What follows belongs to an exercise in optimizing a design on an open flow for small area, a short achievable clock period and few clock cycles; a production flow would make more cautious choices.
RTL that was checked went through simulation tests only; none was proved equivalent to the original.

==> 12-15: inputs <==
Design pft_lzd, start of the top module:
module pft_lzd (
    input  wire        clk,
    input  wire        rst,           
    input  wire [7:0]  reg_addr,      
    input  wire        reg_we,
    input  wire [31:0] reg_wdata,
    output reg  [31:0] reg_rdata,
    output wire        irq,
    output reg         buf_en,
    output reg         buf_we,
    output reg  [16:0] buf_addr,
    output reg  [7:0]  buf_wdata,
    input  wire [7:0]  buf_rdata,
    output reg         out_re,
    output reg  [24:0] out_raddr,
    input  wire [7:0]  out_rdata,
    output reg         out_we,
    output reg  [24:0] out_waddr,
    output reg  [7:0]  out_wdata
);
==> flow/config.mk <==
export PLATFORM = sky130hd
export DESIGN_NAME = pft_lzd
export DESIGN_NICKNAME = pft_lzd
export VERILOG_FILES = /design/flow/design.v
export SDC_FILE = /design/flow/constraint.sdc
export NUM_CORES = 8
export LEC_CHECK = 0
export CAP_MARGIN = 20
export CORE_MARGIN = 2
export CORE_UTILIZATION = 35
export SETUP_SLACK_MARGIN = 4
export SLEW_MARGIN = 20
export SYNTH_HIERARCHICAL = 1
==> flow/constraint.sdc <==
create_clock -name core_clock -period 12.0 [get_ports {clk}]
set_input_delay 2.4000 -clock core_clock [delete_from_list [all_inputs] [get_ports {clk}]]
set_output_delay 2.4000 -clock core_clock [all_outputs]
set_load 0.01 [all_outputs]
standard.sh (not shown) runs the stock make flow with config.mk's settings and CLKGATE_MAP_FILE= SYNTH_SCRIPT=/design/flow/synth_recipe.tcl, a recipe that flattens the netlist after the stock synthesis.
==> flow/flow/run.sh <==
#!/bin/bash
# Own flow: the standard layout (standard.sh, unchanged synthesis), with the
# port buffers made of sky130_fd_sc_hd__buf_4 instead of the delay buffer that
# buffer_ports picks by default. Every port still gets its own buffer.
set -euo pipefail
W=$(pwd)
sed 's#^make -C \(.*\) "\${@:-finish}"$#make -C \1 "BUFFER_PORTS_ARGS=-buffer_cell sky130_fd_sc_hd__buf_4" "${@:-finish}"#' standard.sh > own_standard.sh
grep -q 'BUFFER_PORTS_ARGS=-buffer_cell sky130_fd_sc_hd__buf_4' own_standard.sh
bash own_standard.sh finish > make_finish.log 2>&1
test -s out/final.def
==> 01-08 (differences from 12-15) <==
--- a/flow/design.v
+++ b/flow/design.v
@@ -48,15 +48,13 @@
         S_CPY   = 5'd15,   
         S_TRL   = 5'd16,   
         S_TRL1  = 5'd17,   
         S_IV    = 5'd18,   
         S_XC    = 5'd19,   
         S_XR    = 5'd20,   
-        S_XW    = 5'd21,   
-        S_T0    = 5'd22,   
-        S_T1    = 5'd23;   
+        S_XW    = 5'd21;   
     reg  [4:0]  state;
     reg  [1:0]  ctrl_op;
     reg         ctrl_endian;
     reg         ctrl_ie;
     reg         st_done;
     reg         st_err;
@@ -65,13 +63,12 @@
     reg  [31:0] buf_len;
     reg  [7:0]  model;
     reg  [31:0] xbase, xivoff, xstart, xlen;
     reg  [17:0] ic;           
     reg  [25:0] oc;           
     reg  [31:0] iv0, iv1, iv2, iv3;    
-    reg  [31:0] tmp0, tmp1;            
     reg         kv;           
     reg  [17:0] sp;           
     reg  [31:0] acc;          
     reg         ckc;          
     reg  [22:0] cnt;          
     reg  [7:0]  s0;           
@@ -100,12 +97,14 @@
         endcase
     end
     wire stream = (state >= S_CKE) && (state <= S_TRL1);
     wire [24:0] x_relh  = {blen, offm1[8:0]};
     wire [6:0]  x_b     = s0[6:0];                       
     wire [4:0]  kidx    = busy ? x_b[6:2] : reg_addr[6:2];
+    wire [31:0] tmp0    = iv0 + ~iv2;
+    wire [31:0] tmp1    = iv1 + ~iv3;
     wire [31:0] key_w;
     pft_lzd_key u_key (.idx(kidx), .tmp0(tmp0), .tmp1(tmp1),
                        .iv0(iv0), .iv1(iv1), .iv2(iv2), .iv3(iv3), .key(key_w));
     wire [31:0] x_mw    = key_w - {x_relh, 7'd0};
     wire [31:0] x_mword = acc;
     reg  [7:0]  x_mbyte;
@@ -298,17 +297,17 @@
                 if ({s0, sbyte} != 16'd0) begin
                     flt = 1'b1; fcode = F_NOTRL; fin = {14'd0, ic}; fval = {16'd0, s0, sbyte};
                 end else begin
                     nstate = S_HDR;
                 end
             end
-            S_IV: if (cnt[3:0] == 4'd0) nstate = S_T0;
-            S_T0: nstate = S_T1;
-            S_T1: begin
-                if (ctrl_op == 2'd2) fin_done = 1'b1;
-                else                 nstate = S_XC;
+            S_IV: begin
+                if (cnt[3:0] == 4'd0) begin
+                    if (ctrl_op == 2'd2) fin_done = 1'b1;
+                    else                 nstate = S_XC;
+                end
             end
             S_XC: begin
                 if (xstart[6:0] != 7'd0 || xlen[6:0] != 7'd0) begin
                     flt = 1'b1; fcode = F_ALIGN; fin = xstart; fval = xlen;
                 end else if (xlen == 32'd0) begin
                     fin_done = 1'b1;
@@ -455,13 +454,13 @@
             end
             if (flt) begin
                 st_err <= 1'b1;
                 errf   <= 1'b1;
             end
             if (fin_done) st_done <= 1'b1;
-            if (state == S_T1) kv <= 1'b1;
+            if (state == S_IV && cnt[3:0] == 4'd0) kv <= 1'b1;
             if (state == S_CKE && cke_ok) ic <= 18'h200;
             if (!flt) case (state)
                 S_HDRC: ic <= sp;                       
                 S_RAW:  if (cnt == 23'd1 && rem0) ic <= sp_inc;
                 S_RSKIP: if (rem1) ic <= sp_inc;
                 S_TOK:  if (gv && !mask[16]) ic <= sp_inc;
@@ -551,21 +550,13 @@
                 else             iv3 <= {buf_rdata, iv3[31:8]};
                 if (cnt[1:0] == 2'd0 && cnt[3:2] != 2'd0) begin
                     iv2 <= ctrl_endian ? {iv3[23:0], buf_rdata} : {buf_rdata, iv3[31:8]};
                     iv1 <= iv2;
                     iv0 <= iv1;
                 end
-                tmp0 <= iv0;
-                tmp1 <= iv1;
-                s0   <= 8'h50;
-            end
-            S_T0: begin
-                tmp0 <= key_w;                    
-                s0   <= 8'h74;                    
             end
-            S_T1: tmp1 <= key_w;                  
             S_XC: begin
                 cnt  <= {5'd0, xlen[17:0]};
                 sp   <= xsum[17:0];
                 s0   <= 8'd0;
                 blen <= xstart[31:16];
                 offm1[8:0] <= xstart[15:7];
==> flow/flow/run.sh (replaced) <==
#!/bin/bash
# Own flow: the standard layout (standard.sh, unchanged synthesis), with the
# port buffers made of sky130_fd_sc_hd__buf_1 instead of the delay buffer that
# buffer_ports picks by default (every port still gets its own buffer), and
# timing repair allowed to change a cell's footprint (MATCH_CELL_FOOTPRINT=0;
# detailed placement runs after every repair).
set -euo pipefail
W=$(pwd)
sed 's#^make -C \(.*\) "\${@:-finish}"$#make -C \1 "BUFFER_PORTS_ARGS=-buffer_cell sky130_fd_sc_hd__buf_1" MATCH_CELL_FOOTPRINT=0 "${@:-finish}"#' standard.sh > own_standard.sh
grep -q 'MATCH_CELL_FOOTPRINT=0' own_standard.sh
bash own_standard.sh finish > make_finish.log 2>&1
test -s out/final.def
--- a/flow/config.mk
+++ b/flow/config.mk
@@ -5,9 +5,8 @@
 export SDC_FILE = /design/flow/constraint.sdc
 export NUM_CORES = 8
 export LEC_CHECK = 0
 export CAP_MARGIN = 20
 export CORE_MARGIN = 2
 export CORE_UTILIZATION = 35
-export SETUP_SLACK_MARGIN = 4
+export SETUP_SLACK_MARGIN = 3
 export SLEW_MARGIN = 20
-export SYNTH_HIERARCHICAL = 1
==> 08-18 (differences from 12-15) <==
--- a/flow/design.v
+++ b/flow/design.v
@@ -48,15 +48,13 @@
         S_CPY   = 5'd15,   
         S_TRL   = 5'd16,   
         S_TRL1  = 5'd17,   
         S_IV    = 5'd18,   
         S_XC    = 5'd19,   
         S_XR    = 5'd20,   
-        S_XW    = 5'd21,   
-        S_T0    = 5'd22,   
-        S_T1    = 5'd23;   
+        S_XW    = 5'd21;   
     reg  [4:0]  state;
     reg  [1:0]  ctrl_op;
     reg         ctrl_endian;
     reg         ctrl_ie;
     reg         st_done;
     reg         st_err;
@@ -65,13 +63,12 @@
     reg  [31:0] buf_len;
     reg  [7:0]  model;
     reg  [31:0] xbase, xivoff, xstart, xlen;
     reg  [17:0] ic;           
     reg  [25:0] oc;           
     reg  [31:0] iv0, iv1, iv2, iv3;    
-    reg  [31:0] tmp0, tmp1;            
     reg         kv;           
     reg  [17:0] sp;           
     reg  [31:0] acc;          
     reg         ckc;          
     reg  [22:0] cnt;          
     reg  [7:0]  s0;           
@@ -100,12 +97,14 @@
         endcase
     end
     wire stream = (state >= S_CKE) && (state <= S_TRL1);
     wire [24:0] x_relh  = {blen, offm1[8:0]};
     wire [6:0]  x_b     = s0[6:0];                       
     wire [4:0]  kidx    = busy ? x_b[6:2] : reg_addr[6:2];
+    wire [31:0] tmp0    = iv0 + ~iv2;
+    wire [31:0] tmp1    = iv1 + ~iv3;
     wire [31:0] key_w;
     pft_lzd_key u_key (.idx(kidx), .tmp0(tmp0), .tmp1(tmp1),
                        .iv0(iv0), .iv1(iv1), .iv2(iv2), .iv3(iv3), .key(key_w));
     wire [31:0] x_mw    = key_w - {x_relh, 7'd0};
     wire [31:0] x_mword = acc;
     reg  [7:0]  x_mbyte;
@@ -298,17 +297,17 @@
                 if ({s0, sbyte} != 16'd0) begin
                     flt = 1'b1; fcode = F_NOTRL; fin = {14'd0, ic}; fval = {16'd0, s0, sbyte};
                 end else begin
                     nstate = S_HDR;
                 end
             end
-            S_IV: if (cnt[3:0] == 4'd0) nstate = S_T0;
-            S_T0: nstate = S_T1;
-            S_T1: begin
-                if (ctrl_op == 2'd2) fin_done = 1'b1;
-                else                 nstate = S_XC;
+            S_IV: begin
+                if (cnt[3:0] == 4'd0) begin
+                    if (ctrl_op == 2'd2) fin_done = 1'b1;
+                    else                 nstate = S_XC;
+                end
             end
             S_XC: begin
                 if (xstart[6:0] != 7'd0 || xlen[6:0] != 7'd0) begin
                     flt = 1'b1; fcode = F_ALIGN; fin = xstart; fval = xlen;
                 end else if (xlen == 32'd0) begin
                     fin_done = 1'b1;
@@ -455,13 +454,13 @@
             end
             if (flt) begin
                 st_err <= 1'b1;
                 errf   <= 1'b1;
             end
             if (fin_done) st_done <= 1'b1;
-            if (state == S_T1) kv <= 1'b1;
+            if (state == S_IV && cnt[3:0] == 4'd0) kv <= 1'b1;
             if (state == S_CKE && cke_ok) ic <= 18'h200;
             if (!flt) case (state)
                 S_HDRC: ic <= sp;                       
                 S_RAW:  if (cnt == 23'd1 && rem0) ic <= sp_inc;
                 S_RSKIP: if (rem1) ic <= sp_inc;
                 S_TOK:  if (gv && !mask[16]) ic <= sp_inc;
@@ -551,21 +550,13 @@
                 else             iv3 <= {buf_rdata, iv3[31:8]};
                 if (cnt[1:0] == 2'd0 && cnt[3:2] != 2'd0) begin
                     iv2 <= ctrl_endian ? {iv3[23:0], buf_rdata} : {buf_rdata, iv3[31:8]};
                     iv1 <= iv2;
                     iv0 <= iv1;
                 end
-                tmp0 <= iv0;
-                tmp1 <= iv1;
-                s0   <= 8'h50;
-            end
-            S_T0: begin
-                tmp0 <= key_w;                    
-                s0   <= 8'h74;                    
             end
-            S_T1: tmp1 <= key_w;                  
             S_XC: begin
                 cnt  <= {5'd0, xlen[17:0]};
                 sp   <= xsum[17:0];
                 s0   <= 8'd0;
                 blen <= xstart[31:16];
                 offm1[8:0] <= xstart[15:7];
==> flow/flow/run.sh (replaced) <==
#!/bin/bash
# Own flow: the standard layout (standard.sh, unchanged synthesis), with the
# port buffers made of sky130_fd_sc_hd__buf_1 instead of the delay buffer that
# buffer_ports picks by default. Every port still gets its own buffer.
set -euo pipefail
W=$(pwd)
sed 's#^make -C \(.*\) "\${@:-finish}"$#make -C \1 "BUFFER_PORTS_ARGS=-buffer_cell sky130_fd_sc_hd__buf_1" "${@:-finish}"#' standard.sh > own_standard.sh
grep -q 'BUFFER_PORTS_ARGS=-buffer_cell sky130_fd_sc_hd__buf_1' own_standard.sh
bash own_standard.sh finish > make_finish.log 2>&1
test -s out/final.def
==> flow/config.mk (replaced) <==
export PLATFORM = sky130hd
export DESIGN_NAME = pft_lzd
export DESIGN_NICKNAME = pft_lzd
export VERILOG_FILES = /design/flow/design.v
export SDC_FILE = /design/flow/constraint.sdc
export NUM_CORES = 8
export LEC_CHECK = 0
export CAP_MARGIN = 20
export CORE_MARGIN = 2
export CORE_UTILIZATION = 45
export SETUP_SLACK_MARGIN = 3
export SLEW_MARGIN = 20
==> 11-05 (differences from 12-15) <==
--- a/flow/design.v
+++ b/flow/design.v
@@ -49,14 +49,13 @@
         S_TRL   = 5'd16,   
         S_TRL1  = 5'd17,   
         S_IV    = 5'd18,   
         S_XC    = 5'd19,   
         S_XR    = 5'd20,   
         S_XW    = 5'd21,   
-        S_T0    = 5'd22,   
-        S_T1    = 5'd23;   
+        S_IVA   = 5'd22;   
     reg  [4:0]  state;
     reg  [1:0]  ctrl_op;
     reg         ctrl_endian;
     reg         ctrl_ie;
     reg         st_done;
     reg         st_err;
@@ -65,13 +64,12 @@
     reg  [31:0] buf_len;
     reg  [7:0]  model;
     reg  [31:0] xbase, xivoff, xstart, xlen;
     reg  [17:0] ic;           
     reg  [25:0] oc;           
     reg  [31:0] iv0, iv1, iv2, iv3;    
-    reg  [31:0] tmp0, tmp1;            
     reg         kv;           
     reg  [17:0] sp;           
     reg  [31:0] acc;          
     reg         ckc;          
     reg  [22:0] cnt;          
     reg  [7:0]  s0;           
@@ -100,12 +98,14 @@
         endcase
     end
     wire stream = (state >= S_CKE) && (state <= S_TRL1);
     wire [24:0] x_relh  = {blen, offm1[8:0]};
     wire [6:0]  x_b     = s0[6:0];                       
     wire [4:0]  kidx    = busy ? x_b[6:2] : reg_addr[6:2];
+    wire [31:0] tmp0    = iv0 + ~iv2;
+    wire [31:0] tmp1    = iv1 + ~iv3;
     wire [31:0] key_w;
     pft_lzd_key u_key (.idx(kidx), .tmp0(tmp0), .tmp1(tmp1),
                        .iv0(iv0), .iv1(iv1), .iv2(iv2), .iv3(iv3), .key(key_w));
     wire [31:0] x_mw    = key_w - {x_relh, 7'd0};
     wire [31:0] x_mword = acc;
     reg  [7:0]  x_mbyte;
@@ -190,13 +190,13 @@
                         nstate = S_CK;
                     end
                 end else begin
                     if (xoob_r) begin
                         flt = 1'b1; fcode = F_OOB; fin = xsum[31:0]; fval = 32'd16;
                     end else begin
-                        nstate = S_IV;
+                        nstate = S_IVA;
                     end
                 end
             end
             S_CK: if (ck_last) nstate = S_CKE;
             S_CKE: begin
                 if (acc != 32'd0) begin
@@ -298,17 +298,18 @@
                 if ({s0, sbyte} != 16'd0) begin
                     flt = 1'b1; fcode = F_NOTRL; fin = {14'd0, ic}; fval = {16'd0, s0, sbyte};
                 end else begin
                     nstate = S_HDR;
                 end
             end
-            S_IV: if (cnt[3:0] == 4'd0) nstate = S_T0;
-            S_T0: nstate = S_T1;
-            S_T1: begin
-                if (ctrl_op == 2'd2) fin_done = 1'b1;
-                else                 nstate = S_XC;
+            S_IVA: nstate = S_IV;
+            S_IV: begin
+                if (cnt[3:0] == 4'd0) begin
+                    if (ctrl_op == 2'd2) fin_done = 1'b1;
+                    else                 nstate = S_XC;
+                end
             end
             S_XC: begin
                 if (xstart[6:0] != 7'd0 || xlen[6:0] != 7'd0) begin
                     flt = 1'b1; fcode = F_ALIGN; fin = xstart; fval = xlen;
                 end else if (xlen == 32'd0) begin
                     fin_done = 1'b1;
@@ -321,27 +322,32 @@
             S_XR: nstate = S_XW;
             S_XW: if (cnt == 23'd1) fin_done = 1'b1; else nstate = S_XR;
             default: nstate = S_IDLE;
         endcase
         if (flt || fin_done) nstate = S_IDLE;
     end
+    wire [10:0] rd_off  = (state == S_CP1) ? cp_off : offm1;
+    wire        rd_cin  = (state == S_CP1) || ((state == S_CPY) && (offm1 != 11'd0));
+    wire [11:0] rd_lo   = {1'b0, oc[10:0]} + {1'b0, ~rd_off} + {11'd0, rd_cin};
+    wire        rd_c11  = rd_lo[11];
+    wire [13:0] oc_hm1  = oc[24:11] - 14'd1;
     always @* begin
         buf_en    = 1'b0;
         buf_we    = 1'b0;
         buf_addr  = sp_inc[16:0];
         buf_wdata = buf_rdata ^ x_mbyte;
         out_re    = 1'b0;
-        out_raddr = oc[24:0] + {14'h3FFF, ~((state == S_CP1) ? cp_off : offm1)} +
-                    {24'd0, (state == S_CP1) || ((state == S_CPY) && (offm1 != 11'd0))};
+        out_raddr = {rd_c11 ? oc[24:11] : oc_hm1, rd_lo[10:0]};
         out_we    = 1'b0;
         out_waddr = oc[24:0];
         out_wdata = sbyte;
         case (state)
-            S_CMD: begin
-                buf_en = 1'b1;
-                if (ctrl_op != 2'd0) buf_addr = xsum[16:0];
+            S_CMD: buf_en = (ctrl_op == 2'd0);
+            S_IVA: begin
+                buf_en   = 1'b1;
+                buf_addr = sp[16:0];
             end
             S_CK: begin
                 buf_en = 1'b1;
                 if (ck_last) buf_addr = 17'h200;
             end
             S_IV: buf_en = (cnt[3:0] != 4'd0);
@@ -455,13 +461,13 @@
             end
             if (flt) begin
                 st_err <= 1'b1;
                 errf   <= 1'b1;
             end
             if (fin_done) st_done <= 1'b1;
-            if (state == S_T1) kv <= 1'b1;
+            if (state == S_IV && cnt[3:0] == 4'd0) kv <= 1'b1;
             if (state == S_CKE && cke_ok) ic <= 18'h200;
             if (!flt) case (state)
                 S_HDRC: ic <= sp;                       
                 S_RAW:  if (cnt == 23'd1 && rem0) ic <= sp_inc;
                 S_RSKIP: if (rem1) ic <= sp_inc;
                 S_TOK:  if (gv && !mask[16]) ic <= sp_inc;
@@ -551,21 +557,13 @@
                 else             iv3 <= {buf_rdata, iv3[31:8]};
                 if (cnt[1:0] == 2'd0 && cnt[3:2] != 2'd0) begin
                     iv2 <= ctrl_endian ? {iv3[23:0], buf_rdata} : {buf_rdata, iv3[31:8]};
                     iv1 <= iv2;
                     iv0 <= iv1;
                 end
-                tmp0 <= iv0;
-                tmp1 <= iv1;
-                s0   <= 8'h50;
-            end
-            S_T0: begin
-                tmp0 <= key_w;                    
-                s0   <= 8'h74;                    
             end
-            S_T1: tmp1 <= key_w;                  
             S_XC: begin
                 cnt  <= {5'd0, xlen[17:0]};
                 sp   <= xsum[17:0];
                 s0   <= 8'd0;
                 blen <= xstart[31:16];
                 offm1[8:0] <= xstart[15:7];
@@ -601,8 +599,15 @@
             2'd2: c = iv2;
             default: c = iv3;
         endcase
     end
     wire [31:0] x = idx[2] ? t : ~(t ^ c);
     wire [31:0] y = idx[2] ? ~c : {t[30:0] | c[30:0], 1'b0};
-    assign key = x + y;
+    pft_lzd_add32 u_add (.a(x), .b(y), .s(key));
+endmodule
+module pft_lzd_add32 (
+    input  wire [31:0] a,
+    input  wire [31:0] b,
+    output wire [31:0] s
+);
+    assign s = a + b;
 endmodule
==> flow/flow/run.sh (replaced) <==
#!/bin/bash
# Own flow: the standard layout (standard.sh, unchanged synthesis), with the
# port buffers made of sky130_fd_sc_hd__buf_1 instead of the delay buffer that
# buffer_ports picks by default (every port still gets its own buffer), and
# timing repair allowed to change a cell's footprint (MATCH_CELL_FOOTPRINT=0;
# detailed placement runs after every repair).
set -euo pipefail
W=$(pwd)
sed 's#^make -C \(.*\) "\${@:-finish}"$#make -C \1 "BUFFER_PORTS_ARGS=-buffer_cell sky130_fd_sc_hd__buf_1" MATCH_CELL_FOOTPRINT=0 "${@:-finish}"#' standard.sh > own_standard.sh
grep -q 'MATCH_CELL_FOOTPRINT=0' own_standard.sh
bash own_standard.sh finish > make_finish.log 2>&1
test -s out/final.def
--- a/flow/config.mk
+++ b/flow/config.mk
@@ -5,9 +5,11 @@
 export SDC_FILE = /design/flow/constraint.sdc
 export NUM_CORES = 8
 export LEC_CHECK = 0
 export CAP_MARGIN = 20
 export CORE_MARGIN = 2
 export CORE_UTILIZATION = 35
-export SETUP_SLACK_MARGIN = 4
+export CTS_CLUSTER_DIAMETER = 110
+export CTS_CLUSTER_SIZE = 24
+export SETUP_SLACK_MARGIN = 3.5
 export SLEW_MARGIN = 20
 export SYNTH_HIERARCHICAL = 1
==> key figures <==
Outcome
  • Outcome: finished clean

Global route
  • Total track usage: 34.8%

Layout
  • Non-Filler Instances: 7467

Worst setup path
  • Kind of critical path: in -> out
  • Bufs and invs on worst path: 7

Clocking
  • Clock sinks: 575

Floorplanning
  • Die area: 134000 um^2
That was 12-15.
==> key figures <==
Worst setup path
  • Bufs and invs on worst path: 3
  • Kind of critical path: reg -> out

Layout
  • Non-Filler Instances: 7554

Global route
  • Total track usage: 33.3%

Outcome
  • Outcome: finished clean

Floorplanning
  • Die area: 135000 um^2
That was 11-05.
==> key figures <==
Outcome
  • Outcome: finished clean

Clocking
  • Clock sinks: 511

Layout
  • Non-Filler Instances: 7151

Global route
  • Total track usage: 42.8%

Worst setup path
  • Kind of critical path: in -> out
  • Crit path DAT: 6.54 ns
  • Bufs and invs on worst path: 6

Floorplanning
  • Die area: 104000 um^2
That was 08-18.
==> key figures <==
Worst setup path
  • Kind of critical path: in -> out
  • Bufs and invs on worst path: 5

Floorplanning
  • Die area: 133000 um^2

Drt
  • Drt first pass iters: 10

Layout
  • Non-Filler Instances: 7578

Yosys
  • Area leader, netlist: edfxtp_1

Outcome
  • Outcome: finished clean

Global route
  • Total track usage: 33.6%
That was 01-08.
Testbench counts of 01-08, summed over its fixed seeds: cycles 425,930.
Testbench counts of 08-18, summed over its fixed seeds: cycles 425,930.
No functional check of the RTL was part of 12-15 and 11-05.

[what the ideal ports hide]
No port has a modelled driver above. Below, the same layouts with a new extraction and two added sets of constraints. Step 1 sets driving cells, clkbuf_16 on the clock port and buf_2 on the other inputs (assumed; they add their load-dependent delay and slew). Step 2, shift: input delay + t, output delay - t, t = (earliest + latest rising clock arrival at the registers) / 2. This alone moves slack from input paths to output paths. Three values: no drivers, after step 1, after step 2; two values: the first two.
run | shift t [ns] | setup slack, ns | worst hold slack (ns) | clock arrival spread, ns | worst register clock-pin slew, ns
12-15 | 0.789 | 3.448 / 3.384 / 3.384 | 0.445 / 0.445 / 0.445 | 0.059 / 0.059 | 0.08 / 0.08
01-08 | 0.763 | 3.145 / 3.092 / 3.092 | 0.472 / 0.472 / 0.472 | 0.062 / 0.062 | 0.07 / 0.07
08-18 | 0.753 | 3.065 / 2.964 / 2.964 | 0.473 / 0.473 / 0.473 | 0.057 / 0.058 | 0.07 / 0.07
11-05 | 0.772 | 3.006 / 2.929 / 3.222 | 0.474 / 0.474 / 0.474 | 0.034 / 0.035 | 0.12 / 0.12
After both steps setup and hold are still met in every run listed. For 08-18, which loses most, drivers alone change the setup slack by -0.101 ns; drivers and shift together by -0.101 ns.
